This is an optimization exercise on Yosys and OpenROAD, whose aim is small area, not a production implementation. In this exercise RTL edits were held to simulation tests only and were not proved equivalent to the original. Power figures rest on the tool's default switching activity, not on a simulated workload.

### flow/design.v
module bmc_core (
    input  wire        clk,
    input  wire        rst,
    input  wire        cmd_valid,
    input  wire [1:0]  cmd_op,
    input  wire [15:0] cfg_stride,
    input  wire [15:0] cfg_count,
    input  wire [32:0] cfg_paylen,
    output wire [13:0] status,
    output wire [32:0] payload_len,
    output wire [35:0] payload_bits,
    output wire [32:0] produced,
    output reg         rin_re,
    output wire [31:0] rin_addr,
    input  wire [7:0]  rin_rdata,
    output reg         pres_re,
    output reg         pres_we,
    output wire [15:0] pres_addr,
    output wire        pres_wdata,
    input  wire        pres_rdata,
    output reg         pay_re,
    output reg         pay_we,
    output wire [32:0] pay_addr,
    output wire [7:0]  pay_wdata,
    input  wire [7:0]  pay_rdata,
    output reg         rout_we,
    output wire [31:0] rout_addr,
    output wire [7:0]  rout_wdata
);
    localparam ST_IDLE = 2'd0, ST_BUSY = 2'd1, ST_DONE = 2'd2, ST_ERROR = 2'd3;
    localparam [4:0]
        P_IDLE   = 5'd0,
        P_ROW    = 5'd1,
        E_SCAN   = 5'd2,
        E_SCANG  = 5'd3,
        E_CHK    = 5'd4,
        E_CR     = 5'd5,
        E_CG     = 5'd6,
        E_T1     = 5'd7,
        E_T2     = 5'd8,
        E_ADV    = 5'd9,
        E_LR     = 5'd10,
        E_LG     = 5'd11,
        E_FL     = 5'd12,
        D_PRES   = 5'd16,
        D_ABS    = 5'd17,
        D_T1R    = 5'd18,
        D_T1G    = 5'd19,
        D_T2R    = 5'd20,
        D_T2G    = 5'd21,
        D_RUN    = 5'd22,
        D_RUNE   = 5'd23,
        D_LR     = 5'd24,
        D_LG     = 5'd25,
        D_CKR    = 5'd26,
        D_CKC    = 5'd27;
    reg [1:0]  state_q;
    reg [1:0]  last_op_q;
    reg [32:0] paylen_q;     
    reg [35:0] wn_q;
    reg [32:0] total_q;      
    wire err = (state_q == ST_ERROR);
    assign status       = {last_op_q, 2'b00, err, 1'b0, 3'b000, err, 2'b00, state_q};
    assign payload_len  = paylen_q;
    assign payload_bits = wn_q;
    assign produced     = total_q;
    reg [4:0]  ph;
    reg [15:0] s_q, n_q, r_q;
    reg [15:0] col_q;        
    reg [32:0] ridx_q;       
    reg [2:0]  rbit_q;       
    reg        wp_q;         
    reg [6:0]  sr_q;         
    reg [2:0]  k_q;          
    reg        f0_q, f1_q;   
    wire enc = last_op_q[0];
    wire        cls     = (ph == E_CR);
    wire [15:0] colx    = {col_q[15:2], col_q[1:0] | (k_q[1:0] & {2{cls}})};
    wire        col_eq  = (colx == s_q);
    wire        at_end  = (ridx_q == paylen_q);
    wire        ck_eq   = (ridx_q == total_q);
    wire        r_eq_n  = (r_q == n_q);
    wire        rbitv   = pay_rdata[3'd7 - rbit_q];
    wire        lbitv   = rin_rdata[3'd7 - k_q];
    wire [32:0] rin_sum = paylen_q + {17'd0, colx};
    reg         step;
    reg         ebit;
    always @(*) begin
        step = 1'b0;
        ebit = 1'b0;
        case (ph)
        E_T1:  begin step = 1'b1; ebit = ~(k_q[2] & f1_q); end
        E_T2:  begin step = 1'b1; ebit = ~(k_q[2] & f0_q); end
        E_LG:  begin step = 1'b1; ebit = lbitv; end
        E_FL:  step = 1'b1;
        D_T1G, D_T2G, D_LG: step = 1'b1;
        default: ;
        endcase
    end
    wire        fin     = (ph == P_ROW) & r_eq_n & enc;
    wire        ck_step = (ph == D_CKC) & ~col_eq;
    wire        rcin    = (step & (rbit_q == 3'd7)) | ck_step | (fin & (rbit_q != 3'd0));
    wire [32:0] ridx_inc = ridx_q + {32'd0, rcin};
    wire        prod    = ((ph == D_ABS) & ~col_eq) | (ph == D_RUN) | (ph == D_RUNE) |
                          ((ph == D_LG) & (k_q == 3'd7));
    assign rin_addr   = rin_sum[31:0];
    assign pres_addr  = r_q;
    assign pres_wdata = (ph == E_SCANG);
    assign pay_addr   = ridx_q;
    assign pay_wdata  = {sr_q, ebit};
    assign rout_addr  = total_q[31:0];
    assign rout_wdata = {sr_q, (ph == D_LG) ? rbitv : sr_q[0]};
    always @(*) begin
        rin_re  = 1'b0;
        pres_re = 1'b0;
        pres_we = 1'b0;
        pay_re  = 1'b0;
        pay_we  = 1'b0;
        rout_we = prod & wp_q;
        case (ph)
        P_ROW:   pres_re = ~enc & ~r_eq_n;
        E_SCAN:  begin rin_re = ~col_eq; pres_we = col_eq; end
        E_SCANG: pres_we = (rin_rdata != 8'hFF);
        E_CR:    rin_re = ~col_eq & ~k_q[2];
        E_LR:    rin_re = ~col_eq;
        E_T1, E_T2, E_LG, E_FL: pay_we = (rbit_q == 3'd7);
        D_T1R:   pay_re = ~col_eq & ~at_end;
        D_T2R, D_LR: pay_re = ~at_end;
        default: ;
        endcase
    end
    wire accept = cmd_valid & (state_q != ST_BUSY) & (cmd_op[0] ^ cmd_op[1]);
    always @(posedge clk) begin
        if (rst) begin
            state_q   <= ST_IDLE;
            last_op_q <= 2'd0;
            paylen_q  <= 33'd0;
            wn_q      <= 36'd0;
            total_q   <= 33'd0;
            ph        <= P_IDLE;
        end else begin
            if (step) begin
                rbit_q <= rbit_q + 3'd1;
                ridx_q <= ridx_inc;
                sr_q   <= {sr_q[5:0], enc ? ebit : rbitv};
            end
            if (prod) begin
                total_q <= total_q + 33'd1;
                col_q   <= col_q + 16'd1;
            end
            case (ph)
            P_IDLE: begin
                if (accept) begin
                    state_q   <= ST_BUSY;
                    last_op_q <= cmd_op;
                    s_q       <= cfg_stride;
                    n_q       <= cfg_count;
                    r_q       <= 16'd0;
                    ridx_q    <= 33'd0;
                    rbit_q    <= 3'd0;
                    wp_q      <= 1'b0;
                    ph        <= P_ROW;
                    if (cmd_op[0]) begin
                        paylen_q <= 33'd0;
                    end else begin
                        paylen_q <= cfg_paylen;
                        total_q  <= 33'd0;
                    end
                end
            end
            P_ROW: begin
                col_q <= 16'd0;
                if (r_eq_n) begin
                    if (enc) begin
                        wn_q     <= {ridx_q, rbit_q};
                        paylen_q <= ridx_inc;
                        if (rbit_q == 3'd0) begin
                            state_q <= ST_DONE;
                            ph      <= P_IDLE;
                        end else ph <= E_FL;
                    end else if (!wp_q) begin
                        r_q    <= 16'd0;
                        ridx_q <= 33'd0;
                        ph     <= D_CKR;
                    end else begin
                        state_q <= ST_DONE;
                        ph      <= P_IDLE;
                    end
                end else ph <= enc ? E_SCAN : D_PRES;
            end
            E_SCAN: begin
                if (col_eq) begin             
                    r_q      <= r_q + 16'd1;
                    paylen_q <= rin_sum;
                    ph       <= P_ROW;
                end else ph <= E_SCANG;
            end
            E_SCANG: begin
                if (rin_rdata != 8'hFF) begin
                    r_q   <= r_q + 16'd1;
                    col_q <= 16'd0;
                    ph    <= E_CHK;
                end else begin
                    col_q <= col_q + 16'd1;
                    ph    <= E_SCAN;
                end
            end
            E_CHK: begin
                k_q  <= 3'd0;
                f0_q <= 1'b1;
                f1_q <= 1'b1;
                if (col_eq) begin
                    paylen_q <= rin_sum;
                    ph       <= P_ROW;
                end else ph <= E_CR;
            end
            E_CR: ph <= (col_eq | k_q[2]) ? E_T1 : E_CG;
            E_CG: begin
                f0_q <= f0_q & (rin_rdata == 8'h00);
                f1_q <= f1_q & (rin_rdata == 8'hFF);
                k_q  <= k_q + 3'd1;
                ph   <= E_CR;
            end
            E_T1: ph <= (k_q[2] & f1_q) ? E_ADV : E_T2;
            E_T2: begin
                k_q <= 3'd0;
                ph  <= (k_q[2] & f0_q) ? E_ADV : E_LR;
            end
            E_ADV: begin
                col_q <= col_q + 16'd1;
                if (col_q[1:0] == 2'd3) ph <= E_CHK;
            end
            E_LR: ph <= col_eq ? E_CHK : E_LG;
            E_LG: begin
                k_q <= k_q + 3'd1;
                if (k_q == 3'd7) begin
                    col_q <= col_q + 16'd1;
                    ph    <= (col_q[1:0] == 2'd3) ? E_CHK : E_LR;
                end else ph <= E_LR;
            end
            E_FL: begin                      
                if (rbit_q == 3'd7) begin
                    state_q <= ST_DONE;
                    ph      <= P_IDLE;
                end
            end
            D_PRES: begin
                r_q  <= r_q + 16'd1;
                sr_q <= 7'h7F;
                ph   <= pres_rdata ? D_T1R : D_ABS;
            end
            D_ABS: if (col_eq) ph <= P_ROW;
            D_T1R: ph <= (col_eq | at_end) ? P_ROW : D_T1G;
            D_T1G: begin
                sr_q <= 7'h7F;
                ph   <= rbitv ? D_T2R : D_RUN;
            end
            D_T2R: ph <= at_end ? P_ROW : D_T2G;
            D_T2G: begin
                sr_q <= 7'h00;
                k_q  <= 3'd0;
                ph   <= rbitv ? D_LR : D_RUN;
            end
            D_RUN: begin                     
                if (col_eq) ph <= (col_q[1:0] == 2'd3) ? P_ROW : D_RUNE;
                else if (col_q[1:0] == 2'd3) ph <= D_T1R;
            end
            D_RUNE: if (col_q[1:0] == 2'd3) ph <= P_ROW;    
            D_LR: begin
                if (col_eq) ph <= D_T1R;
                else if (at_end) ph <= P_ROW;
                else ph <= D_LG;
            end
            D_LG: begin
                k_q <= k_q + 3'd1;
                if (k_q == 3'd7 && col_q[1:0] == 2'd3) ph <= D_T1R;
                else ph <= D_LR;
            end
            D_CKR: begin
                col_q <= 16'd0;
                if (r_eq_n) begin
                    if (ck_eq) begin         
                        wp_q    <= 1'b1;
                        r_q     <= 16'd0;
                        ridx_q  <= 33'd0;
                        rbit_q  <= 3'd0;
                        total_q <= 33'd0;
                        ph      <= P_ROW;
                    end else begin
                        state_q <= ST_ERROR;
                        ph      <= P_IDLE;
                    end
                end else ph <= D_CKC;
            end
            D_CKC: begin
                if (col_eq) begin
                    r_q <= r_q + 16'd1;
                    ph  <= D_CKR;
                end else begin
                    col_q  <= col_q + 16'd1;
                    ridx_q <= ridx_inc;
                end
            end
            default: ph <= P_IDLE;
            endcase
        end
    end
endmodule
### flow/flow/run.sh
#!/bin/bash
# Layout flow: the standard ORFS flow (standard.sh, unchanged synthesis),
# except that the port buffers that global placement inserts on every input
# and output are sky130_fd_sc_hd__buf_1 cells instead of the default choice.
# make's full output goes to orfs_make.log in the work folder; each ORFS step
# also keeps its own log under orfs/logs/.
set -euo pipefail
cd "$(dirname "$0")/.."
bash standard.sh BUFFER_PORTS_ARGS="-buffer_cell sky130_fd_sc_hd__buf_1" finish > orfs_make.log 2>&1
### flow/standard.sh
#!/bin/bash
# synth_recipe.tcl (not shown) runs the flow's synth.tcl, then flattens the netlist and writes it again
# the make line also repeats each setting of config.mk as NAME=value (left out here)
make -C /OpenROAD-flow-scripts/flow DESIGN_CONFIG=/design/flow/config.mk WORK_HOME=/design/flow/orfs CLKGATE_MAP_FILE= SYNTH_SCRIPT=/design/flow/synth_recipe.tcl "${@:-finish}"
### flow/config.mk
export PLATFORM = sky130hd
export DESIGN_NAME = bmc_core
export DESIGN_NICKNAME = bmc_core
export VERILOG_FILES = /design/flow/design.v
export SDC_FILE = /design/flow/constraint.sdc
export NUM_CORES = 4
export LEC_CHECK = 0
export CAP_MARGIN = 20
export CORE_AREA = 2.3 2.72 178.71 178.2
export CTS_BUF_LIST = sky130_fd_sc_hd__clkbuf_4
export CTS_CLUSTER_SIZE = 30
export DIE_AREA = 0 0 181 181
export PLACE_DENSITY = 0.6
export SLEW_MARGIN = 20
### flow/constraint.sdc
create_clock -name core_clock -period 10.0 [get_ports {clk}]
set_input_delay 2.0000 -clock core_clock [delete_from_list [all_inputs] [get_ports {clk}]]
set_output_delay 2.0000 -clock core_clock [all_outputs]
set_load 0.01 [all_outputs]
==> results of run 1 <==
==> metrics by stage <==
step | power [uW] | instances | hold WS [ns]
floorplan | 3070 | 1701 | 0.481
global placement | 3790 | 2275 | 0.442
detailed placement | 3810 | 2275 | 0.447
CTS | 4760 | 2393 | 0.456
global route | 5080 | 2395 | 0.474
finish | 4790 | 2395 | 0.454
==> logic make-up after synthesis <==
group / synth area share, %
AOI/OAI and AO/OA: 17.4
xor gates and xnor gates: 12.2
adders and majority gates: 2.38
buffers and inverters: 7.34
DFF: 38.8
muxes: 1.28
other: 0.0259
and+or+nand+nor: 20.6
==> power groups by stage <==
stage	Combinational (uW)	Sequential [uW]	Clock, uW
2_1_floorplan	1600	1470	0
3_3_place_gp	2150	1640	0
3_5_place_dp	2160	1650	0
4_1_cts	2170	1630	958
5_1_grt	2400	1670	1000
6_report	2210	1640	936
==> worst reg2reg max path, stage by stage, from the launching register on <==
cell and delay (ns):
dfxtp_1 0.74, nor3b_4 0.47, a311o_1 0.29, a32oi_4 0.19
nand2_1 0.46, nand2_1 0.14, nand2_1 0.10, ha_1 0.20
ha_1 0.26, and4_1 0.34, nand4_1 0.39, nor2_1 0.48
nand3_1 0.21, xor2_1 0.17, o21ai_0 0.34, o21ai_0 0.17
a21oi_1 0.14
==> placed cells by master, fill, tap and decap left out, drive strengths merged, types with 21 or more instances in the layout <==
cell / n
a21oi: 119
a31oi: 31
and2: 21
and3: 29
buf: 354
clkbuf: 102
dfxtp: 111
edfxtp: 113
ha: 26
inv: 38
nand2: 205
nand3: 46
nand4: 45
nor2: 176
nor3: 31
o21ai: 85
xnor2: 148
xor2: 53
==> cell type report <==
cell class                      instances  area share, %
Multi-Input combinational cell       1264           47.9
Sequential cell                       224           34.1
Timing Repair Buffer                  354           8.62
Clock buffer                          102           4.65
Tap cell                              396           3.01
Inverter                               38          0.874
Clock inverter                         16          0.776
Antenna cell                            1         0.0152
==> layer usage <==
metal | share of wire, % | up-vias | global-route usage (%)
met5 | 0 | - | 0
met4 | 3.1 | 0 | 10.5
met3 | 10 | 107 | 8.00
met2 | 43 | 772 | 44.0
met1 | 43 | 6664 | 42.5
li1 | - | 6553 | -
==> state kept, by name, indices dropped and copies added, names as in the netlist, 2 cells and up <==
signal	cells
n_q	16
s_q	16
state_q	2
r_q	16
total_q	33
ridx_q	33
rbit_q	3
sr_q	7
k_q	3
wn_q	36
col_q	16
ph	5
last_op_q	2
paylen_q	33
==> worst min path at each step <==
stage                                     start                     to  slack [ns]  cells past startpoint
after floorplan            wn_q[0]$_SDFFE_PP0P_   wn_q[0]$_SDFFE_PP0P_        0.48                      2
after global placement    wn_q[30]$_SDFFE_PP0P_  wn_q[30]$_SDFFE_PP0P_        0.44                      2
after CTS                  wn_q[7]$_SDFFE_PP0P_   wn_q[7]$_SDFFE_PP0P_        0.46                      2
after global routing      wn_q[29]$_SDFFE_PP0P_  wn_q[29]$_SDFFE_PP0P_        0.47                      2
final                     wn_q[29]$_SDFFE_PP0P_  wn_q[29]$_SDFFE_PP0P_        0.45                      2
after detailed placement   wn_q[7]$_SDFFE_PP0P_   wn_q[7]$_SDFFE_PP0P_        0.45                      2
==> run notes, run 1 <==
Reg2Reg Depth=16; Worst VDD drop=0.129 mV; cts hold-fix bufs=0; Critical Path Start Type=flop; clock group share of total power=19.5%; crit share post-route=68.3%; Critical Path, Cell by Cell=nor3b_4 -> a31o_2 -> ha_1 -> inv_1 -> fa_1 -> nor2b_1 -> o211ai_1 -> a21boi_0 -> o21ai_1 -> o31ai_2 -> buf_4 -> and2_1 -> xor2_1 -> buf_1; final estimated routing congestion in global placement=0.941; Final setup viols=0; Clock Latency Late Sink=0.70 ns; MaxCap Viol Count=0; YS warnings=1; vias in the first global route=12.9k; Logic pwr share=46.2%; initial antenna violation count=1; Max Root-Sink Buffers=3; CTS buffer count=67; top cells by area, synth=edfxtp_1, dfxtp_1, xnor2_1; TNS Setup=0 ns; dpl cell area=15,500 sq um; die area=32,800 sq um; worst-margin pin slew=1.07 ns; Switch Pwr=2260 uW; drt pass-1 iters=6; crit path buf inv count=3; global-route usage over all layers=30.0%; Avg Inst Size Synth=8.55 sq um; Post-synth ARST share=0%; largest net degree at the start of global routing=71; FF-to-FF setup slack=4.81 ns; H-tree levels=3; RSZ-0062 raised after global routing=no; CP max stage cell=dfxtp_1; # IOs=339; Util after Layout=53.7%; Avg WL per Cell=21.4 microns; multi-input logic area=7890 sq um; RR Endpoint=paylen_q[26]$_SDFFE_PP0P_; CP Class=reg -> out; r2r startpoint=ph[2]$_SDFFE_PP0P_; # clock sinks=224; minimum clock period=6.83 ns; Congestion Overflow GR=0; I/O Buffers=330; CTS root buf=clkbuf_4; Area Overhead vs Synth=13.6%; worst setup path end=rin_addr[20]; Top FF cell, synth=edfxtp_1; sequential share of the synthesized area=38.8%; Seq. cell area=5620 sq um; Initial Util=47.2%; Post-CTS Resized=0; vias post-DR=14.1k; share of cells above drive strength 1=8.76%; Site Rows=64; Setup WS pre-CTS=3.98 ns; first-pass GRT wire length=77.1 mm; status=timing/DRC/antenna clean; critical path endpoint category=output port; DIE WIDTH=181 microns; post-CTS setup buffer count=0; CP top delay family=compound AO/OA/AOI/OAI gates; hpwl dp=37.3 mm; Sequential Power Share=34.3%; final worst slack=3.17 ns; Avg Vias per Cell=5.89; worst-path maximum fanout=21; register bit total from synthesis=224; share of the synthesized area in the top cell type=23.4%; Final #Nets=2,063; hold crit path type=reg -> reg; Routed WL=51.3 mm; Worst path depth=14; Final Instance Area=16,500 sq um; Post-Route Skew=0.0728 ns; Max Slew Vio Count=0; Synth Instances=1,694; residual DRC count=0; Synth top cells by count=nand2_1, nor2_1, xnor2_1; Iteration-0 DRC Markers=1,528; Core Region=30,700 sq um; pwr/cell area=291 nW/um^2; largest stage delay on the critical path=0.74 ns; critical path startpoint=ph[2]$_SDFFE_PP0P_; EDFF count, synth=113; synthesized area=14,500 sq um; Final ANT Viol Nets=0; fill cell count=3,031; CTS tree=built; Clk pin slew, worst setup/hold paths=0.06 ns; Yosys top cell by area=edfxtp_1; switching power share of the total=47.2%; Slew headroom=28.1%; WP data required=8.00 ns; count leader, synth=nand2_1; Final Hold Vio Count=0; crit path DAT=4.83 ns; leakage power figure=0.00558 uW; Cell Int Power=2530 uW; die height=181 microns; Yosys cell types=79; Max Freq=0.146 GHz
==> run 2, diff against run 1 <==
--- a/flow/design.v
+++ b/flow/design.v
@@ -98,7 +98,6 @@
         endcase
     end
-    wire        fin     = (ph == P_ROW) & r_eq_n & enc;
     wire        ck_step = (ph == D_CKC) & ~col_eq;
-    wire        rcin    = (step & (rbit_q == 3'd7)) | ck_step | (fin & (rbit_q != 3'd0));
+    wire        rcin    = (step & (rbit_q == 3'd7)) | ck_step;
     wire [32:0] ridx_inc = ridx_q + {32'd0, rcin};
     wire        prod    = ((ph == D_ABS) & ~col_eq) | (ph == D_RUN) | (ph == D_RUNE) |
@@ -241,5 +240,6 @@
             E_FL: begin                      
                 if (rbit_q == 3'd7) begin
-                    state_q <= ST_DONE;
+                    paylen_q <= ridx_inc;
+                    state_q  <= ST_DONE;
                     ph      <= P_IDLE;
                 end
==> flow/flow/run.sh (replaced) <==
#!/bin/bash
set -euo pipefail
cd "$(dirname "$0")/.."
export FLOW_WORK_DIR="$PWD"
bash standard.sh SYNTH_SCRIPT="$PWD/flow/abc_synth.tcl" \
  BUFFER_PORTS_ARGS="-buffer_cell sky130_fd_sc_hd__buf_1" \
  CTS_ARGS="-sink_clustering_enable -repair_clock_nets -dont_use_dummy_load -sink_clustering_size 16 -sink_clustering_max_diameter 50 -buf_list sky130_fd_sc_hd__clkbuf_8" \
  finish > orfs_make.log 2>&1
==> flow/flow/abc_synth.tcl (new file) <==
proc abc {args} {
  set i [lsearch -exact $args -script]
  if {$i >= 0} {
    set args [lreplace $args $i [expr {$i + 1}] -script $::env(FLOW_WORK_DIR)/flow/area.abc]
  }
  yosys abc {*}$args
}
source $::env(FLOW_WORK_DIR)/synth_recipe.tcl
==> flow/flow/area.abc (new file) <==
strash
dc2
&get -n
&dch -f
&nf -R 1000
&put
--- a/flow/config.mk
+++ b/flow/config.mk
@@ -8,6 +8,4 @@
 export CAP_MARGIN = 20
 export CORE_AREA = 2.3 2.72 178.71 178.2
-export CTS_BUF_LIST = sky130_fd_sc_hd__clkbuf_4
-export CTS_CLUSTER_SIZE = 30
 export DIE_AREA = 0 0 181 181
 export PLACE_DENSITY = 0.6
==> run 2 against run 1 <==
  * Critical endpoint is now rin_addr[30]
  * Power down 19%
  * Final cell count down 11%
  * Via count down 11%
  * Utilization down 5.3 points
  * Clock power down 35%
  * First-iteration DRC count down 18%
  * Non-clock buffer count down 7
  * Area after synthesis down 12%
  * Worst hold slack better by 0.0034 ns
  * Clock skew down 0.0091 ns
  * Highest routed layer unchanged
==> run notes, run 2 <==
crit path DAT=6.98 ns (+2.15 ns); WHS=0.457 ns (+0.00335 ns); Clk pin slew, worst setup/hold paths=0.08 ns (+0.02 ns); register bit total from synthesis=224 (unchanged); Seq. cell area=5620 sq um (unchanged); Area Overhead vs Synth=15.8%; Iteration-0 DRC Markers=1,258 (-18%); Cell Int Power=2100 uW (-17%); count leader, synth=nand2_1; uppermost routed layer=met4; vias post-DR=12.6k (-11%); Max Freq=0.111 GHz (-24%); CTS buffer count=31 (-54%); critical path endpoint category=output port; share of cells above drive strength 1=3.68% (-5.1 points); share of the synthesized area in the top cell type=26.5% (+3.0 points); Final ANT Viol Nets=0 (unchanged); r2r startpoint=ph[0]$_SDFFE_PP0P_; beginning of the worst hold path=wn_q[8]$_SDFFE_PP0P_; I/O Buffers=330 (unchanged); RSZ-0062 raised after global routing=no; Largest Register=wn_q; met1 WL=20.0 mm (-9.7%); worst-margin pin slew=1.10 ns (+0.0326 ns); pwr/cell area=262 nW/um^2 (-9.9%); Synth Instances=1,406 (-17%); Avg Inst Size Synth=9.12 sq um (+6.6%); multi-input logic area=6740 sq um (-15%); Post-CTS Resized=0 (unchanged); drt pass-1 iters=5 (-1); Worst VDD drop=0.158 mV (+22%); routed wl met2=19.9 mm (-10%); YS warnings=1 (unchanged); Synth top cells by count=nand2_1, a21oi_1, edfxtp_1; critical path startpoint=ph[0]$_SDFFE_PP0P_; post-CTS setup buffer count=0 (unchanged); top cells by area, synth=edfxtp_1, dfxtp_1, nand2_1; status=timing/DRC/antenna clean; Avg Vias per Cell=5.88 (-0.12%); worst-path maximum fanout=15 (-29%); EDFF count, synth=113 (unchanged); Avg WL per Cell=20.8 microns (-2.9%); MaxCap Viol Count=0 (unchanged); CP max stage cell=nor3_1; CTS tree=built; CP Class=reg -> out; Final #Nets=1,856 (-10%); final worst slack=1.02 ns (-2.15 ns); WP data required=8.00 ns (about the same); Critical Path Start Type=flop; number of flip-flops in the largest register=36 (unchanged); Max Root-Sink Buffers=3 (unchanged); hold crit path type=reg -> reg; Yosys top cell by area=edfxtp_1; Sequential Power Share=40.5% (+6.2 points); crit share post-route=89.8% (+22 points); most common cell after layout, fill and taps aside=buf_1; Switch Pwr=1790 uW (-21%); final estimated routing congestion in global placement=0.894 (-4.9%); vias in the first global route=11.8k (-8.4%); # clock sinks=224 (unchanged); met3 routed WL=3.43 mm (-36%); global-route usage over all layers=26.1% (-3.9 points); Core Region=30,700 sq um (unchanged); hpwl dp=32.7 mm (-12%); Post-Route Skew=0.0637 ns (-0.00907 ns); Post-synth ARST share=0% (unchanged); switching power share of the total=46.1% (-1.1 points); # IOs=339 (unchanged); Top FF cell, synth=edfxtp_1; Logic pwr share=43.9% (-2.3 points); first-pass GRT wire length=67.8 mm (-12%); largest net degree at the start of global routing=88 (+24%); Final Non-Filler Cells=2,138 (-11%); H-tree levels=1 (-2); Placed Cells=2,104 (-7.5%); residual DRC count=0 (unchanged); Routed WL=44.4 mm (-13%); CTS root buf=clkbuf_8; Yosys cell types=54 (-32%); die height=181 microns (unchanged); synthesized area=12,800 sq um (-12%); DIE WIDTH=181 microns (unchanged); Final Hold Vio Count=0 (unchanged); Setup WS pre-CTS=1.72 ns (-2.26 ns); initial antenna violation count=2 (+1); sequential share of the synthesized area=43.8% (+5.0 points); Final setup viols=0 (unchanged); minimum clock period=8.98 ns (+2.15 ns); Site Rows=64 (unchanged); largest stage delay on the critical path=0.74 ns (about the same); Clock Latency Late Sink=0.62 ns (-0.08 ns); Slew headroom=26.6% (-1.5 points); die area=32,800 sq um (unchanged); Max Slew Vio Count=0 (unchanged); TNS Setup=0 ns (unchanged); most frequent cells in the layout=buf_1, nand2_1, a21oi_1; leakage power figure=0.00524 uW (-6.2%); clock group share of total power=15.6% (-3.9 points); Congestion Overflow GR=0 (unchanged); most used cell, CP=a21oi_1; fill cell count=3,096 (+2.1%); cts hold-fix bufs=0 (unchanged); Initial Util=41.8% (-5.4 points)
run 2: cell families after synthesis:
logic type	Yosys count	synth area share [%]
compound gates	355	17.6
xor+xnor	148	10.1
flops	224	43.8
other cells	1	0.0293
mux	9	1.10
buf+inv	93	4.22
fa+ha+maj	27	2.69
simple gates	549	20.4
run 2: area by class of cell:
type,instances,area share (%)
antenna,2,0.0337
clock buffer,31,2.88
inverter,42,1.06
multi-input combinational,1096,45.4
sequential,224,37.8
tap,396,3.34
timing repair buffer,347,9.40
run 2: per-stage QoR:
stage / instance area [sq um] / power (uW) / utilization (%)
global route: 14800 / 4130 / 48.4
detailed placement: 14400 / 3270 / 46.9
CTS: 14800 / 3880 / 48.3
finish: 14800 / 3890 / 48.4
floorplan: 12900 / 2580 / -
global placement: 14400 / 3250 / 46.8
run 2: power groups by stage:
stage | registers, uW | logic, uW | clock network [uW]
after floorplan | 1520 | 1050 | 0
after detailed placement | 1590 | 1690 | 0
after global routing | 1610 | 1870 | 652
after CTS | 1570 | 1700 | 619
after global placement | 1580 | 1670 | 0
final | 1580 | 1710 | 607
run 2: worst paths after layout:
kind / to / slack, ns / cells past startpoint
worst min register to register: wn_q[8]$_SDFFE_PP0P_ / 0.46 / 2
worst max register to register: paylen_q[32]$_SDFFE_PP0P_ / 3.08 / 26
worst min-delay path: wn_q[8]$_SDFFE_PP0P_ / 0.46 / 2
worst max-delay path: rin_addr[30] / 1.02 / 30
run 2: layer usage:
| metal | track usage (%) | vias to the layer above |
|---|---|---|
| met5 | 0 | - |
| met4 | 7.36 | 0 |
| met3 | 3.12 | 55 |
| met2 | 41.4 | 609 |
| met1 | 37.5 | 6043 |
| li1 | - | 5861 |
run 2: worst max-delay path: cells and delay by family, from the launching register on:
family,cells,cell delay (ns)
adders and majority gates,2,0.61
DFF,1,0.58
buffers and inverters,4,0.42
and+or+nand+nor,9,2.28
AOI/OAI and AO/OA,15,2.53
==> run 3, diff against run 2 <==
--- a/flow/design.v
+++ b/flow/design.v
@@ -43,4 +43,5 @@
         E_LG     = 5'd11,
         E_FL     = 5'd12,
+        E_PL     = 5'd13,
         D_PRES   = 5'd16,
         D_ABS    = 5'd17,
@@ -76,5 +77,6 @@
     wire enc = last_op_q[0];
     wire        cls     = (ph == E_CR);
-    wire [15:0] colx    = {col_q[15:2], col_q[1:0] | (k_q[1:0] & {2{cls}})};
+    wire [15:0] colx    = {col_q[15:2], col_q[1] | (k_q[1] & cls),
+                           col_q[0] | (k_q[0] & cls) | (ph == E_PL)};
     wire        col_eq  = (colx == s_q);
     wire        at_end  = (ridx_q == paylen_q);
@@ -173,9 +175,6 @@
                     if (enc) begin
                         wn_q     <= {ridx_q, rbit_q};
-                        paylen_q <= ridx_inc;
-                        if (rbit_q == 3'd0) begin
-                            state_q <= ST_DONE;
-                            ph      <= P_IDLE;
-                        end else ph <= E_FL;
+                        paylen_q <= 33'd0;
+                        ph       <= (rbit_q == 3'd0) ? E_PL : E_FL;
                     end else if (!wp_q) begin
                         r_q    <= 16'd0;
@@ -239,9 +238,11 @@
             end
             E_FL: begin                      
-                if (rbit_q == 3'd7) begin
-                    paylen_q <= ridx_inc;
-                    state_q  <= ST_DONE;
+                if (rbit_q == 3'd7) ph <= E_PL;
+            end
+            E_PL: begin                      
+                if (at_end) begin
+                    state_q <= ST_DONE;
                     ph      <= P_IDLE;
-                end
+                end else paylen_q <= rin_sum;
             end
             D_PRES: begin
==> run 3 against run 2 <==
  * Clock power grew 4.4%
  * First-iteration DRC count shrank 6.7%
  * Power shrank 9.3%
  * Register-to-register slack gained 0.05 ns
  * Via count shrank 1.3%
  * Final area shrank 0.38%
  * Critical path type unchanged
  * Critical endpoint unchanged
  * Largest cell class unchanged
  * Highest routed layer unchanged
==> run notes, run 3 <==
status=timing/DRC/antenna clean; CTS root buf=clkbuf_8; worst-margin pin slew=1.03 ns (-0.0666 ns); crit share post-route=88.1% (-1.7 points); Iteration-0 DRC Markers=1,174 (-6.7%); Routed WL=43.2 mm (-2.9%); # IOs=339 (unchanged); Core Region=30,700 sq um (unchanged); synthesized area=12,700 sq um (-0.52%); Top FF cell, synth=edfxtp_1; hold crit path type=reg -> reg; vias in the first global route=11.6k (-2.1%); Clk pin slew, worst setup/hold paths=0.06 ns (-0.02 ns); register bit total from synthesis=224 (unchanged); pwr/cell area=239 nW/um^2 (-8.9%); Max Slew Vio Count=0 (unchanged); H-tree levels=2 (+1); Max Freq=0.114 GHz (+2.0%); CTS tree=built; Max Root-Sink Buffers=3 (unchanged); Synth top cells by count=nand2_1, nor2_1, edfxtp_1; most common cell after layout, fill and taps aside=buf_1; CP Class=reg -> out; WHS=0.452 ns (-0.00451 ns); share of cells above drive strength 1=3.79% (+0.11 points); RSZ-0062 raised after global routing=no; Yosys top cell by area=edfxtp_1; crit path DAT=6.81 ns (-0.17 ns); xor-xnor portion of the synthesized cell area=9.48% (-0.63 points); drt pass-1 iters=5 (unchanged); clock group share of total power=18.0% (+2.4 points); critical path endpoint category=output port; post-synthesis simple-gate area fraction=21.0% (+0.56 points); first-pass GRT wire length=66.6 mm (-1.8%); Final Hold Vio Count=0 (unchanged); Yosys cell types=51 (-5.6%); WP data required=8.00 ns (about the same); number of flip-flops in the largest register=36 (unchanged); Initial Util=41.6% (-0.22 points); most used cell, CP=a21oi_1; most frequent cells in the layout=buf_1, nand2_1, nor2_1; sequential share of the synthesized area=44.0% (+0.23 points); Post-CTS Resized=0 (unchanged); residual DRC count=0 (unchanged); Clock Latency Late Sink=0.55 ns (-0.07 ns); Switch Pwr=1540 uW (-14%); Post-Route Skew=0.0770 ns (+0.0132 ns); post-synthesis adder-cell area fraction=2.71% (+0.014 points); Post-synth ARST share=0% (unchanged); switching power share of the total=43.6% (-2.4 points); Largest Register=wn_q; leakage power figure=0.00520 uW (-0.77%); Worst VDD drop=0.144 mV (-9.0%); Synth Instances=1,402 (-0.28%); CP max stage cell=nor3_1; post-CTS setup buffer count=0 (unchanged); die height=181 microns (unchanged); Cell Int Power=1990 uW (-5.2%); post-synthesis compound-gate area fraction=17.5% (-0.085 points); largest stage delay on the critical path=0.66 ns (-0.08 ns); share of the synthesized area in the top cell type=26.6% (+0.14 points); I/O Buffers=330 (unchanged); Ant. Diodes=0 (-2); Avg Inst Size Synth=9.09 sq um (-0.23%); Area Overhead vs Synth=15.9%; DIE WIDTH=181 microns (unchanged); Final #Nets=1,858 (+0.11%); Site Rows=64 (unchanged); Avg Vias per Cell=5.80 (-1.3%); cts hold-fix bufs=0 (unchanged); largest family of logic cells by synthesized area=simple AND/OR/NAND/NOR gates; post-synthesis mux area share=0.707% (-0.40 points); Final ANT Viol Nets=0 (unchanged); top cells by area, synth=edfxtp_1, dfxtp_1, xor2_1; Final setup viols=0 (unchanged); Sequential Power Share=42.7% (+2.2 points); EDFF count, synth=113 (unchanged); largest net degree at the start of global routing=80 (-9.1%); Avg WL per Cell=20.2 microns (-2.9%); MaxCap Viol Count=0 (unchanged); CTS buffer count=34 (+9.7%); hpwl dp=31.8 mm (-2.7%); vias post-DR=12.4k (-1.3%); Logic pwr share=39.3% (-4.6 points); final estimated routing congestion in global placement=0.934 (+4.5%); worst-path maximum fanout=13 (-2); Congestion Overflow GR=0 (unchanged); YS warnings=1 (unchanged); count leader, synth=nand2_1; initial antenna violation count=0 (-2); global-route usage over all layers=25.5% (-0.54 points); Slew headroom=30.9% (+4.3 points); TNS Setup=0 ns (unchanged); die area=32,800 sq um (unchanged); minimum clock period=8.81 ns (-0.172 ns); # clock sinks=224 (unchanged); Critical Path Start Type=flop
==> run 3: layout make-up <==
| type | instances | area, sq um |
|---|---|---|
| Fill cell | 3025 | 15900 |
| Multi-Input combinational cell | 1082 | 6620 |
| Sequential cell | 224 | 5620 |
| Timing Repair Buffer | 350 | 1390 |
| Tap cell | 396 | 495 |
| Clock buffer | 34 | 468 |
| Inverter | 52 | 195 |
==> run 3: layer usage <==
metal,vias to the layer above,part of all wire (%),track usage [%],wire length [microns]
li1,5859,-,-,-
met3,86,7.7,4.23,3310
met1,5887,44,35.3,18800
met5,-,0,0,0
met2,572,46,41.0,19800
met4,0,2.9,7.87,1260
==> run 3: through the flow <==
stage | instance area (sq um) | setup WS (ns) | util, % | power [uW] | cells
CTS | 14800 | 1.24 | 48.2 | 3540 | 2138
floorplan | 12800 | 2.86 | - | 2310 | 1409
finish | 14800 | 1.19 | 48.2 | 3530 | 2138
detailed placement | 14300 | 1.86 | 46.7 | 2900 | 2104
global placement | 14300 | 2.00 | 46.7 | 2880 | 2104
global route | 14800 | 0.444 | 48.2 | 3760 | 2138
==> run 3: worst paths after layout <==
path	start	end	slack, ns	cells after the start
setup / recovery	ph[0]$_SDFFE_PP0P_	rin_addr[30]	1.19	31
hold / removal	wn_q[3]$_SDFFE_PP0P_	wn_q[3]$_SDFFE_PP0P_	0.45	2
setup reg to reg	ph[0]$_SDFFE_PP0P_	ridx_q[32]$_DFFE_PN_	3.13	30
hold reg to reg	wn_q[3]$_SDFFE_PP0P_	wn_q[3]$_SDFFE_PP0P_	0.45	2
==> run 3: critical path: cells and delay by family (launching register included) <==
family                     cells  cell delay (ns)
AOI/OAI and AO/OA             15             2.41
and+or+nand+nor                9             2.10
DFF                            1             0.59
adders and majority gates      2             0.59
buffers and inverters          4             0.42
xor gates and xnor gates       1             0.21
==> run 3: power by group through the flow <==
| stage | combinational, uW | clock [uW] | sequential [uW] |
|---|---|---|---|
| 2_1_floorplan | 856 | 0 | 1450 |
| 4_1_cts | 1380 | 650 | 1500 |
| 3_5_place_dp | 1380 | 0 | 1520 |
| 6_report | 1390 | 634 | 1510 |
| 5_1_grt | 1530 | 690 | 1540 |
| 3_3_place_gp | 1370 | 0 | 1520 |
==> run 3: cell families (layout without fill, tap and decap cells) <==
kind of cell	after synthesis	after routing
xor+xnor	138	138
other cells	1	8
fa+ha+maj	27	27
buf+inv	103	436
compound gates	350	350
mux	4	4
flops	224	224
simple gates	555	555
==> run 4, diff against run 3 <==
==> flow/flow/area.abc (replaced) <==
strash
dc2
&get -n
&dch -f
&nf -R 2000 -C 32
&put
strash
dc2
&get -n
&dch -f
&nf -R 2000 -C 32
&put
strash
dc2
&get -n
&dch -f
&nf -R 2000 -C 32
&put
strash
dc2
&get -n
&dch -f
&nf -R 2000 -C 32
&put
strash
dc2
&get -n
&dch -f
&nf -R 2000 -C 32
&put
strash
dc2
&get -n
&dch -f
&nf -R 2000 -C 32
&put
==> run 4 against run 3 <==
  * Critical path depth is 1 higher
  * Utilization is 1.4 points lower
  * Largest power group is now combinational cells
  * Final area is 2.9% lower
  * Die area did not move
  * First-iteration DRC count up 21%
  * Power is 5.1% higher
  * Non-clock buffer count is 4 lower
  * Synthesized cell count down 5.1%
  * Routed wire length rose by 4.2%
==> run notes, run 4 <==
die area=32,800 sq um (unchanged); Final Non-Filler Cells=2,063 (-3.5%); sequential share of the synthesized area=45.5% (+1.5 points); crit path buf inv count=3 (-1); number of flip-flops in the largest register=36 (unchanged); Slew headroom=33.4% (+2.5 points); Ant. Diodes=0 (unchanged); Site Rows=64 (unchanged); TNS Setup=0 ns (unchanged); H-tree levels=2 (unchanged); residual DRC count=0 (unchanged); largest net degree at the start of global routing=73 (-8.8%); synthesized area=12,300 sq um (-3.2%); Worst VDD drop=0.143 mV (-0.73%); share of the synthesized area in the top cell type=27.5% (+0.88 points); register bit total from synthesis=224 (unchanged); Initial Util=40.2% (-1.3 points); Critical Path Start Type=flop; I/O Buffers=330 (unchanged); pwr/cell area=259 nW/um^2 (+8.2%); Avg Inst Size Synth=9.27 sq um (+2.0%); worst-margin pin slew=0.989 ns (-0.0457 ns); MaxCap Viol Count=0 (unchanged); global-route usage over all layers=26.5% (+0.99 points); Yosys top cell by area=edfxtp_1; Placed Cells=2,028 (-3.6%); post-CTS setup buffer count=0 (unchanged); Congestion Overflow GR=0 (unchanged); Final setup viols=0 (unchanged); minimum clock period=9.29 ns (+0.482 ns); CTS buffer count=34 (unchanged); final worst slack=0.708 ns (-0.482 ns); Largest Register=wn_q; initial antenna violation count=0 (unchanged); beginning of the worst hold path=wn_q[3]$_SDFFE_PP0P_; leakage power figure=0.00495 uW (-4.8%); count leader, synth=nor2_1; Max Slew Vio Count=0 (unchanged); FF-to-FF setup slack=2.66 ns (-0.47 ns); # clock sinks=224 (unchanged); hold crit path type=reg -> reg; Routed WL=45.0 mm (+4.2%); final estimated routing congestion in global placement=0.959 (+2.6%); largest stage delay on the critical path=0.52 ns (-0.14 ns); CTS tree=built; Post-CTS Resized=0 (unchanged); critical path endpoint category=output port; worst-path maximum fanout=11 (-2); Final #Nets=1,783 (-4.0%); Synth Instances=1,331 (-5.1%); # IOs=339 (unchanged); r2r startpoint=ph[2]$_SDFFE_PP0P_; Iteration-0 DRC Markers=1,426 (+21%); Final Hold Vio Count=0 (unchanged); most used cell, CP=a21oi_1; Avg WL per Cell=21.8 microns (+8.0%); most common cell after layout, fill and taps aside=buf_1; crit path DAT=7.29 ns (+0.48 ns); multi-input logic area=6030 sq um (-8.9%); Max Freq=0.108 GHz (-5.2%); drt pass-1 iters=6 (+1); vias post-DR=12.2k (-1.3%); RSZ-0062 raised after global routing=no; Max Root-Sink Buffers=3 (unchanged); Avg Vias per Cell=5.93 (+2.3%); share of cells above drive strength 1=3.72% (-0.069 points); hpwl dp=33.7 mm (+5.9%); Setup WS pre-CTS=1.43 ns (-0.425 ns); CTS root buf=clkbuf_8; top cells by area, synth=edfxtp_1, dfxtp_1, a21oi_1; WP data required=8.00 ns (about the same); Core Region=30,700 sq um (unchanged); fill cell count=3,084 (+2.0%); Post-synth ARST share=0% (unchanged); Top FF cell, synth=edfxtp_1; die height=181 microns (unchanged); Yosys cell types=57 (+12%); Util after Layout=46.8% (-1.4 points); Synth top cells by count=nor2_1, a21oi_1, edfxtp_1; Pwr Total=3710 uW (+5.1%); vias in the first global route=11.4k (-1.6%); status=timing/DRC/antenna clean; Clock Latency Late Sink=0.55 ns (about the same); CP top delay family=simple AND/OR/NAND/NOR gates; Seq. cell area=5620 sq um (unchanged); Final ANT Viol Nets=0 (unchanged); YS warnings=1 (unchanged); CP max stage cell=dfxtp_1; EDFF count, synth=113 (unchanged); crit share post-route=92.9% (+4.8 points); Area Overhead vs Synth=16.3%; cts hold-fix bufs=0 (unchanged); Clk pin slew, worst setup/hold paths=0.06 ns (about the same); DIE WIDTH=181 microns (unchanged); first-pass GRT wire length=68.3 mm (+2.6%); Post-Route Skew=0.0612 ns (-0.0158 ns); most frequent cells in the layout=buf_1, nor2_1, a21oi_1, edfxtp_1, dfxtp_1; CP Class=reg -> out; critical path startpoint=ph[2]$_SDFFE_PP0P_
## run 4: path summary, 6_finish.rpt
| kind | endpoint | cells after the start |
|---|---|---|
| setup / recovery | rin_addr[30] | 32 |
| hold / removal | wn_q[3]$_SDFFE_PP0P_ | 2 |
| setup reg to reg | paylen_q[32]$_SDFFE_PP0P_ | 34 |
| hold reg to reg | wn_q[3]$_SDFFE_PP0P_ | 2 |
## run 4: final cells by class
cell class / instances / area share, %
tap: 396 / 3.45
sequential: 224 / 39.1
timing repair buffer: 346 / 9.61
clock buffer: 34 / 3.26
inverter: 99 / 2.59
multi-input combinational: 964 / 42.0
## run 4: kinds of logic (layout without fill, tap and decap cells)
logic type	count (synthesis)	count (layout)	synth area share (%)
AO/OA/AOI/OAI	404	404	22.1
XOR/XNOR	61	61	4.33
flip-flops	224	224	45.5
AND/OR/NAND/NOR	455	455	18.0
other	1	8	0.0304
multiplexers	9	9	1.14
adder cells (fa/ha/maj)	27	27	2.80
buffers and inverters	150	479	6.11
## run 4: power breakdown
group	leakage [uW]	switching [uW]	internal [uW]	total, uW
Sequential	0.00199	317	1190	1500
Combinational	0.00271	1040	529	1570
Clock	0.000244	341	301	642
## run 4: worst min-delay path: cells and delay by family, from the launching register on
family	cells	cell delay, ns
AND/OR/NAND/NOR	1	0.05
AO/OA/AOI/OAI	1	0.05
flip-flops	1	0.31
## run 4: per-stage QoR
step                instance area [sq um]  hold WS [ns]
floorplan                           12400         0.474
global placement                    13900         0.447
detailed placement                  13900         0.447
CTS                                 14300         0.456
global route                        14400         0.478
finish                              14400         0.453
## run 4: metal layers
layer | share of wire, % | up-vias | track usage, %
li1 | - | 5741 | -
met2 | 45 | 590 | 41.3
met1 | 43 | 5807 | 36.8
met5 | 0 | - | 0
met3 | 8.2 | 102 | 4.86
met4 | 3.5 | 0 | 9.79
==> run 5, diff against run 4 <==
--- a/flow/design.v
+++ b/flow/design.v
@@ -105,4 +105,26 @@
     wire        prod    = ((ph == D_ABS) & ~col_eq) | (ph == D_RUN) | (ph == D_RUNE) |
                           ((ph == D_LG) & (k_q == 3'd7));
+    wire accept = cmd_valid & (state_q != ST_BUSY) & (cmd_op[0] ^ cmd_op[1]);
+    wire start  = (ph == P_IDLE) & accept;
+    wire rd_nff = (rin_rdata != 8'hFF);
+    wire ck_ok  = (ph == D_CKR) & r_eq_n & ck_eq;       
+    wire ck_go  = (ph == P_ROW) & r_eq_n & ~enc & ~wp_q;  
+    wire clr_col = (ph == P_ROW) | (ph == D_CKR) | ((ph == E_SCANG) & rd_nff);
+    wire inc_col = prod | ((ph == E_SCANG) & ~rd_nff) | (ph == E_ADV) |
+                   ((ph == E_LG) & (k_q == 3'd7)) | ((ph == D_CKC) & ~col_eq);
+    wire clr_r   = start | ck_go | ck_ok;
+    wire inc_r   = ((ph == E_SCAN) & col_eq) | ((ph == E_SCANG) & rd_nff) |
+                   (ph == D_PRES) | ((ph == D_CKC) & col_eq);
+    wire clr_k   = (ph == E_CHK) | (ph == E_T2) | (ph == D_T2G);
+    wire inc_k   = (ph == E_CG) | (ph == E_LG) | (ph == D_LG);
+    wire clr_tot = rst | (start & ~cmd_op[0]) | ck_ok;
+    always @(posedge clk) begin
+        total_q <= clr_tot ? 33'd0 : total_q + {32'd0, prod};
+        ridx_q  <= clr_r ? 33'd0 : ridx_inc;
+        rbit_q  <= (start | ck_ok) ? 3'd0 : rbit_q + {2'd0, step};
+        r_q     <= clr_r ? 16'd0 : r_q + {15'd0, inc_r};
+        col_q   <= clr_col ? 16'd0 : col_q + {15'd0, inc_col};
+        k_q     <= clr_k ? 3'd0 : k_q + {2'd0, inc_k};
+    end
     assign rin_addr   = rin_sum[31:0];
     assign pres_addr  = r_q;
@@ -131,5 +153,4 @@
         endcase
     end
-    wire accept = cmd_valid & (state_q != ST_BUSY) & (cmd_op[0] ^ cmd_op[1]);
     always @(posedge clk) begin
         if (rst) begin
@@ -138,16 +159,7 @@
             paylen_q  <= 33'd0;
             wn_q      <= 36'd0;
-            total_q   <= 33'd0;
             ph        <= P_IDLE;
         end else begin
-            if (step) begin
-                rbit_q <= rbit_q + 3'd1;
-                ridx_q <= ridx_inc;
-                sr_q   <= {sr_q[5:0], enc ? ebit : rbitv};
-            end
-            if (prod) begin
-                total_q <= total_q + 33'd1;
-                col_q   <= col_q + 16'd1;
-            end
+            if (step) sr_q <= {sr_q[5:0], enc ? ebit : rbitv};
             case (ph)
             P_IDLE: begin
@@ -157,7 +169,4 @@
                     s_q       <= cfg_stride;
                     n_q       <= cfg_count;
-                    r_q       <= 16'd0;
-                    ridx_q    <= 33'd0;
-                    rbit_q    <= 3'd0;
                     wp_q      <= 1'b0;
                     ph        <= P_ROW;
@@ -166,10 +175,8 @@
                     end else begin
                         paylen_q <= cfg_paylen;
-                        total_q  <= 33'd0;
                     end
                 end
             end
             P_ROW: begin
-                col_q <= 16'd0;
                 if (r_eq_n) begin
                     if (enc) begin
@@ -178,6 +185,4 @@
                         ph       <= (rbit_q == 3'd0) ? E_PL : E_FL;
                     end else if (!wp_q) begin
-                        r_q    <= 16'd0;
-                        ridx_q <= 33'd0;
                         ph     <= D_CKR;
                     end else begin
@@ -189,5 +194,4 @@
             E_SCAN: begin
                 if (col_eq) begin             
-                    r_q      <= r_q + 16'd1;
                     paylen_q <= rin_sum;
                     ph       <= P_ROW;
@@ -196,14 +200,10 @@
             E_SCANG: begin
                 if (rin_rdata != 8'hFF) begin
-                    r_q   <= r_q + 16'd1;
-                    col_q <= 16'd0;
                     ph    <= E_CHK;
                 end else begin
-                    col_q <= col_q + 16'd1;
                     ph    <= E_SCAN;
                 end
             end
             E_CHK: begin
-                k_q  <= 3'd0;
                 f0_q <= 1'b1;
                 f1_q <= 1'b1;
@@ -217,21 +217,16 @@
                 f0_q <= f0_q & (rin_rdata == 8'h00);
                 f1_q <= f1_q & (rin_rdata == 8'hFF);
-                k_q  <= k_q + 3'd1;
                 ph   <= E_CR;
             end
             E_T1: ph <= (k_q[2] & f1_q) ? E_ADV : E_T2;
             E_T2: begin
-                k_q <= 3'd0;
                 ph  <= (k_q[2] & f0_q) ? E_ADV : E_LR;
             end
             E_ADV: begin
-                col_q <= col_q + 16'd1;
                 if (col_q[1:0] == 2'd3) ph <= E_CHK;
             end
             E_LR: ph <= col_eq ? E_CHK : E_LG;
             E_LG: begin
-                k_q <= k_q + 3'd1;
                 if (k_q == 3'd7) begin
-                    col_q <= col_q + 16'd1;
                     ph    <= (col_q[1:0] == 2'd3) ? E_CHK : E_LR;
                 end else ph <= E_LR;
@@ -247,5 +242,4 @@
             end
             D_PRES: begin
-                r_q  <= r_q + 16'd1;
                 sr_q <= 7'h7F;
                 ph   <= pres_rdata ? D_T1R : D_ABS;
@@ -260,5 +254,4 @@
             D_T2G: begin
                 sr_q <= 7'h00;
-                k_q  <= 3'd0;
                 ph   <= rbitv ? D_LR : D_RUN;
             end
@@ -274,17 +267,11 @@
             end
             D_LG: begin
-                k_q <= k_q + 3'd1;
                 if (k_q == 3'd7 && col_q[1:0] == 2'd3) ph <= D_T1R;
                 else ph <= D_LR;
             end
             D_CKR: begin
-                col_q <= 16'd0;
                 if (r_eq_n) begin
                     if (ck_eq) begin         
                         wp_q    <= 1'b1;
-                        r_q     <= 16'd0;
-                        ridx_q  <= 33'd0;
-                        rbit_q  <= 3'd0;
-                        total_q <= 33'd0;
                         ph      <= P_ROW;
                     end else begin
@@ -296,9 +283,6 @@
             D_CKC: begin
                 if (col_eq) begin
-                    r_q <= r_q + 16'd1;
                     ph  <= D_CKR;
                 end else begin
-                    col_q  <= col_q + 16'd1;
-                    ridx_q <= ridx_inc;
                 end
             end
==> run 5 against run 4 <==
  * Still clean on timing, DRC and antenna
  * Sequential power decreased by 26%
  * Sequential share of layout area decreased by 2.0 points
  * Via count is 5.2% lower
  * First-iteration DRC count down 38%
  * Combinational power down 49%
  * Final cell count down 2.0%
  * Clock skew fell by 0.0021 ns
  * Sequential cell count stayed put
  * Clock-buffer cell count decreased by 6
  * Fmax up 13%
  * Power fell by 34%
  * Non-clock buffer count down 4
  * Critical endpoint unchanged
  * Largest power group is now sequential cells
  * Highest routed layer unchanged
==> run notes, run 5 <==
status=timing/DRC/antenna clean; top cells by area, synth=dfxtp_1, edfxtp_1, nor3_1; Worst VDD drop=0.123 mV (-14%); drt pass-1 iters=5 (-1); Initial Util=37.1% (-3.2 points); Clk pin slew, worst setup/hold paths=0.08 ns (+0.02 ns); Post-CTS Resized=0 (unchanged); post-synthesis adder-cell area fraction=3.37% (+0.57 points); Synth Instances=1,299 (-2.4%); largest stage delay on the critical path=0.55 ns (+0.03 ns); Largest Register=wn_q; residual DRC count=0 (unchanged); most used cell, CP=a21oi_1; Max Root-Sink Buffers=3 (unchanged); dpl cell area=12,800 sq um (-7.3%); I/O Buffers=330 (unchanged); CTS buffer count=28 (-18%); Final Hold Vio Count=0 (unchanged); YS warnings=1 (unchanged); CP max stage cell=dfxtp_1; crit path DAT=6.25 ns (-1.04 ns); H-tree levels=1 (-1); worst-margin pin slew=1.02 ns (+0.0335 ns); Avg WL per Cell=21.0 microns (-3.6%); post-CTS setup buffer count=0 (unchanged); Util after Layout=43.2% (-3.7 points); Yosys top cell by area=dfxtp_1; Routed WL=42.5 mm (-5.5%); number of flip-flops in the largest register=36 (unchanged); WHS=0.484 ns (+0.0308 ns); TNS Setup=0 ns (unchanged); EDFF count, synth=42 (-63%); share of cells above drive strength 1=2.95% (-0.77 points); minimum clock period=8.25 ns (-1.05 ns); count leader, synth=dfxtp_1; cts hold-fix bufs=0 (unchanged); post-synthesis compound-gate area fraction=19.0% (-3.1 points); largest family of logic cells by synthesized area=simple AND/OR/NAND/NOR gates; Max Slew Vio Count=0 (unchanged); synthesized area=11,400 sq um (-7.9%); # IOs=339 (unchanged); Final Instance Area=13,200 sq um (-7.8%); Final #Nets=1,744 (-2.2%); fill cell count=3,135 (+1.7%); RSZ-0062 raised after global routing=no; WP data required=8.00 ns (about the same); hold crit path type=reg -> reg; register bit total from synthesis=224 (unchanged); Ant. Diodes=0 (unchanged); Site Rows=64 (unchanged); die height=181 microns (unchanged); worst-path maximum fanout=12 (+1); Post-Route Skew=0.0591 ns (-0.00206 ns); Final ANT Viol Nets=0 (unchanged); Synth top cells by count=dfxtp_1, nor2_1, nor3_1; Setup WS pre-CTS=2.54 ns (+1.11 ns); die area=32,800 sq um (unchanged); Final setup viols=0 (unchanged); Post-synth ARST share=0% (unchanged); Top FF cell, synth=dfxtp_1; Congestion Overflow GR=0 (unchanged); crit share post-route=82.5% (-10 points); post-synthesis mux area share=0.881% (-0.25 points); share of the synthesized area in the top cell type=32.1% (+4.6 points); most frequent cells in the layout=buf_1, dfxtp_1, nor2_1; final worst slack=1.75 ns (+1.05 ns); MaxCap Viol Count=0 (unchanged); first-pass GRT wire length=64.2 mm (-6.1%); Iteration-0 DRC Markers=884 (-38%); # clock sinks=224 (unchanged); Yosys cell types=56 (-1.8%); global-route usage over all layers=24.9% (-1.6 points); pwr/cell area=186 nW/um^2 (-28%); CTS tree=built; Avg Inst Size Synth=8.75 sq um (-5.6%); final estimated routing congestion in global placement=0.952 (-0.71%); xor-xnor portion of the synthesized cell area=5.01% (+0.68 points); leakage power figure=0.00491 uW (-0.73%); vias post-DR=11.6k (-5.2%); sequential share of the synthesized area=43.1% (-2.4 points); DIE WIDTH=181 microns (unchanged); most common cell after layout, fill and taps aside=buf_1; post-synthesis simple-gate area fraction=22.5% (+4.5 points); CP Class=reg -> out; Slew headroom=31.9% (-1.5 points); Critical Path Start Type=flop; Area Overhead vs Synth=16.4% (about the same); Core Region=30,700 sq um (unchanged); Max Freq=0.121 GHz (+13%); initial antenna violation count=0 (unchanged); critical path endpoint category=output port; hpwl dp=32.6 mm (-3.0%); vias in the first global route=10.7k (-5.8%); CTS root buf=clkbuf_8; largest net degree at the start of global routing=83 (+14%); Clock Latency Late Sink=0.61 ns (+0.06 ns); Avg Vias per Cell=5.74 (-3.3%)
run 5: cell count changes after synthesis, sizes merged, moves of 16 or more:
cell    before  now
a211oi      57   40
and3        63   82
clkinv      99   83
dfxtp      111  182
edfxtp     113   42
nand2       86   50
nor2       120  143
nor3        80  143
o21ai       34   17
o22ai       40   23
run 5: critical path: cells and delay by family (launching register included):
family	cells	cell delay [ns]
AND/OR/NAND/NOR	14	2.90
XOR/XNOR	1	0.24
adder cells (fa/ha/maj)	2	0.42
AO/OA/AOI/OAI	10	1.40
flip-flops	1	0.55
buffers and inverters	1	0.19
run 5: logic make-up (layout without fill, tap and decap cells):
family                     Yosys count  after routing
buffers and inverters              134            453
xor gates and xnor gates            65             65
other                                1              8
adders and majority gates           30             30
muxes                                6              6
and+or+nand+nor                    520            520
AOI/OAI and AO/OA                  319            319
DFF                                224            224
run 5: final timing paths:
kind,cells past startpoint,from,endpoint,slack [ns]
max,28,ph[0]$_SDFFE_PP0P_,rin_addr[30],1.75
min,1,last_op_q[1]$_SDFFE_PP0P_,last_op_q[1]$_SDFFE_PP0P_,0.48
max reg2reg,30,ph[0]$_SDFFE_PP0P_,total_q[32]$_SDFF_PP0_,2.77
min reg2reg,1,last_op_q[1]$_SDFFE_PP0P_,last_op_q[1]$_SDFFE_PP0P_,0.48
run 5: layout make-up:
class | instances | area [sq um] | area share, %
multi-input cells | 948 | 5810 | 43.9
flip-flops and latches | 224 | 4900 | 37.1
repair buffers | 342 | 1330 | 10.0
well taps | 396 | 495 | 3.74
clock buffers | 28 | 385 | 2.91
inverters | 83 | 312 | 2.35
run 5: metrics by stage:
stage	instances	power [uW]
floorplan	1306	1590
global placement	1993	1900
detailed placement	1993	1900
CTS	2021	2470
global route	2021	2600
finish	2021	2470
run 5: per-layer routing:
layer  vias to the layer above  share of wire, %  track usage [%]
met5                         -                 0                0
met4                         0               3.5             8.58
met3                        94               6.7             3.18
met2                       524                47             41.8
met1                      5527                43             33.0
li1                       5454                 -                -
run 5: where the power goes:
part	internal [uW]	switching, uW	total, uW
sequential	997	109	1110
combinational	266	527	793
clock	246	323	569
total	1510	959	2470
==> run 6, diff against run 5 <==
==> flow/flow/run.sh (replaced) <==
#!/bin/bash
set -euo pipefail
cd "$(dirname "$0")/.."
export FLOW_WORK_DIR="$PWD"
bash standard.sh SYNTH_SCRIPT="$PWD/flow/abc_synth.tcl" \
  BUFFER_PORTS_ARGS="-buffer_cell sky130_fd_sc_hd__buf_1" \
  CTS_ARGS="-sink_clustering_enable -repair_clock_nets -dont_use_dummy_load -sink_clustering_size 10 -sink_clustering_max_diameter 35 -buf_list sky130_fd_sc_hd__clkbuf_4" \
  finish > orfs_make.log 2>&1
--- a/flow/config.mk
+++ b/flow/config.mk
@@ -7,6 +7,6 @@
 export LEC_CHECK = 0
 export CAP_MARGIN = 20
-export CORE_AREA = 2.3 2.72 178.71 178.2
-export DIE_AREA = 0 0 181 181
-export PLACE_DENSITY = 0.6
+export CORE_AREA = 2.3 2.72 151.57 151.2
+export DIE_AREA = 0 0 154 154
+export PLACE_DENSITY = 0.7
 export SLEW_MARGIN = 20
==> run 6 against run 5 <==
  * Final cell count fell by 5.1%
  * Non-clock buffer count increased by 1
  * Routed wire length decreased by 4.7%
  * Clock skew grew 0.011 ns
  * Clock-buffer cell count increased by 10
  * Fmax rose by 0.23%
  * Die area down 28%
  * Combinational power grew 2%
  * Synthesized cell count did not move
  * Via count rose by 1.7%
  * Worst setup slack better by 0.019 ns
  * Area after synthesis did not move
  * Highest routed layer unchanged
==> run notes, run 6 <==
largest family of logic cells by synthesized area=simple AND/OR/NAND/NOR gates; Post-Route Skew=0.0701 ns (+0.0110 ns); Top FF cell, synth=dfxtp_1; RSZ-0062 raised after global routing=no; drt pass-1 iters=6 (+1); multi-input logic area=5810 sq um (unchanged); worst-margin pin slew=0.985 ns (-0.0370 ns); register bit total from synthesis=224 (unchanged); EDFF count, synth=42 (unchanged); DIE WIDTH=154 microns (-15%); r2r startpoint=ph[0]$_SDFFE_PP0P_; post-synthesis compound-gate area fraction=19.0% (unchanged); most used cell, CP=a21oi_1; worst-path maximum fanout=12 (unchanged); Reg2Reg Depth=30 (unchanged); critical path endpoint category=output port; Synth top cells by count=dfxtp_1, nor2_1, nor3_1; Final setup viols=0 (unchanged); Clock Latency Late Sink=0.65 ns (+0.04 ns); Avg Inst Size Synth=8.75 sq um (unchanged); Post-synth ARST share=0% (unchanged); top cells by area, synth=dfxtp_1, edfxtp_1, nor3_1; met1 usage=43.6% (+11 points); Synth Instances=1,299 (unchanged); grt peak-use layer=met2; post-synthesis mux area share=0.881% (unchanged); post-CTS setup buffer count=0 (unchanged); crit path DAT=6.23 ns (-0.02 ns); # IOs=339 (unchanged); TNS Setup=0 ns (unchanged); share of the synthesized area in the top cell type=32.1% (unchanged); Area Overhead vs Synth=14.4%; Site Rows=54 (-16%); Max Slew Vio Count=0 (unchanged); Seq. cell area=4900 sq um (unchanged); I/O Buffers=330 (unchanged); xor-xnor portion of the synthesized cell area=5.01% (unchanged); most frequent cells in the layout=buf_1, dfxtp_1, nor2_1; crit share post-route=82.3% (-0.19 points); Post-CTS Resized=0 (unchanged); synthesized area=11,400 sq um (unchanged); Largest Register=wn_q; Max Root-Sink Buffers=3 (unchanged); beginning of the worst hold path=wn_q[2]$_SDFFE_PP0P_; Yosys top cell by area=dfxtp_1; hpwl dp=30.8 mm (-5.6%); Initial Util=51.9% (+15 points); YS warnings=1 (unchanged); CTS root buf=clkbuf_4; cts hold-fix bufs=0 (unchanged); met2 usage=52.0% (+10 points); FF-to-FF setup slack=2.83 ns (+0.06 ns); global-route usage over all layers=32.7% (+7.8 points); number of flip-flops in the largest register=36 (unchanged); minimum clock period=8.23 ns (-0.0189 ns); Final #Nets=1,755 (+0.63%); WHS Endpoint=wn_q[2]$_SDFFE_PP0P_; vias post-DR=11.8k (+1.7%); CTS buffer count=38 (+36%); MaxCap Viol Count=0 (unchanged); # clock sinks=224 (unchanged); sequential share of the synthesized area=43.1% (unchanged); status=timing/DRC/antenna clean; Final ANT Viol Nets=0 (unchanged); final estimated routing congestion in global placement=0.956 (+0.41%); die area=23,700 sq um (-28%); Avg Vias per Cell=6.15 (+7.1%); first-pass GRT wire length=61.4 mm (-4.4%); most common cell after layout, fill and taps aside=buf_1; leakage power figure=0.00489 uW (-0.46%); largest stage delay on the critical path=0.54 ns (about the same); post-synthesis simple-gate area fraction=22.5% (unchanged); Critical Path Start Type=flop; hold depth=2 (+1); share of cells above drive strength 1=3.61% (+0.65 points); Pwr Total=2400 uW (-2.9%); Slew headroom=33.8% (+2.0 points); Max Freq=0.122 GHz (+0.23%); initial antenna violation count=2 (+2); pwr/cell area=184 nW/um^2 (-1.2%); met3 usage=6.17% (+3.0 points); Final Hold Vio Count=0 (unchanged); largest net degree at the start of global routing=63 (-24%); Iteration-0 DRC Markers=1,215 (+37%); Congestion Overflow GR=0 (unchanged); Avg WL per Cell=21.1 microns (+0.47%); post-synthesis adder-cell area fraction=3.37% (unchanged); Yosys cell types=56 (unchanged); Clk pin slew, worst setup/hold paths=0.05 ns (-0.03 ns); CP max stage cell=dfxtp_1; count leader, synth=dfxtp_1; Worst VDD drop=0.142 mV (+15%); WP data required=8.00 ns (about the same); fill cell count=2,135 (-32%); vias in the first global route=10.8k (+0.84%); hold crit path type=reg -> reg; CP Class=reg -> out; die height=154 microns (-15%); Routed WL=40.5 mm (-4.7%); CTS tree=built; H-tree levels=2 (+1); Core Region=21,900 sq um (-29%); RR Endpoint=total_q[32]$_SDFF_PP0_; residual DRC count=0 (unchanged)
## run 6: changes by cell type in the layout (fill, tap and decap cells not counted), sizes merged
cell    change
buf         +1
clkbuf     +10
diode       +2
## run 6: power breakdown
group	leakage, uW	switching, uW	internal, uW
registers	0.00185	113	996
logic	0.00286	536	269
clock network	0.000175	307	174
## run 6: area by class of cell
class,instances,share of cell area [%]
Antenna cell,2,0.0385
Timing Repair Buffer,343,10.3
Multi-Input combinational cell,948,44.7
Inverter,83,2.40
Clock buffer,38,2.19
Sequential cell,224,37.7
Tap cell,280,2.69
## run 6: stage by stage
| step | utilization [%] | hold slack [ns] | setup slack, ns | instances | cell area, sq um |
|---|---|---|---|---|---|
| CTS | 59.4 | 0.500 | 1.83 | 1916 | 13000 |
| floorplan | - | 0.458 | 3.31 | 1306 | 11400 |
| global route | 59.4 | 0.526 | 1.11 | 1918 | 13000 |
| detailed placement | 58.1 | 0.490 | 2.50 | 1878 | 12700 |
| global placement | 58.1 | 0.463 | 2.63 | 1878 | 12700 |
| finish | 59.4 | 0.496 | 1.77 | 1918 | 13000 |
## run 6: cells by family (layout without fill, tap and decap cells)
family,count (synthesis),after routing
AO/OA/AOI/OAI,319,319
XOR/XNOR,65,65
adder cells (fa/ha/maj),30,30
buffers and inverters,134,464
flip-flops,224,224
multiplexers,6,6
other,1,10
AND/OR/NAND/NOR,520,520
## run 6: worst max path at each step
stage                        from                      to  slack [ns]  cells past startpoint
6_report       ph[0]$_SDFFE_PP0P_            rin_addr[30]        1.77                     28
5_1_grt        ph[0]$_SDFFE_PP0P_            rin_addr[31]        1.11                     30
4_1_cts        ph[0]$_SDFFE_PP0P_            rin_addr[30]        1.83                     28
3_5_place_dp   ph[0]$_SDFFE_PP0P_            rin_addr[30]        2.50                     28
3_3_place_gp   ph[0]$_SDFFE_PP0P_            rin_addr[30]        2.63                     28
2_1_floorplan  ph[0]$_SDFFE_PP0P_  total_q[32]$_SDFF_PP0_        3.31                     29
## run 6: worst max-delay path: cells and delay by family (launching register included)
| family | cells | cell delay, ns |
|---|---|---|
| DFF | 1 | 0.54 |
| AOI/OAI and AO/OA | 10 | 1.39 |
| and+or+nand+nor | 14 | 2.88 |
| adders and majority gates | 2 | 0.43 |
| buffers and inverters | 1 | 0.19 |
| xor gates and xnor gates | 1 | 0.19 |
## run 6: metal layers
metal / vias to the layer above / wire [microns] / part of all wire, %
li1: 5499 / - / -
met1: 5536 / 16800 / 41
met2: 638 / 18700 / 46
met3: 120 / 3410 / 8.4
met4: 0 / 1610 / 4.0
met5: - / 0 / 0

-- re-timing with driven ports --
No port has a modelled driver above. Below, the same layouts with a new extraction and two added sets of constraints. Step 1 sets driving cells, clkbuf_16 on the clock port and buf_2 on the other inputs (assumed; they add their load-dependent delay and slew). Step 2 adds t to the input delays and takes it off the output delays; t is the mean of the earliest and latest rising clock arrival at the registers after step 1. Input paths then give back, and output paths get back, about the clock's delay inside the block. Three values: ideal ports, drivers, drivers and shift; two values: the first two.
run	shift t [ns]	setup slack, ns	clock arrival spread, ns
run 1	0.710	3.172 / 3.125 / 3.835	0.073 / 0.073
run 2	0.643	1.018 / 0.967 / 1.610	0.064 / 0.064
run 3	0.553	1.190 / 1.143 / 1.696	0.077 / 0.077
run 4	0.556	0.708 / 0.659 / 1.215	0.079 / 0.080
run 5	0.613	1.754 / 1.708 / 2.321	0.077 / 0.078
run 6	0.662	1.773 / 1.730 / 2.392	0.071 / 0.070
After both steps setup and hold are still met in every run listed.
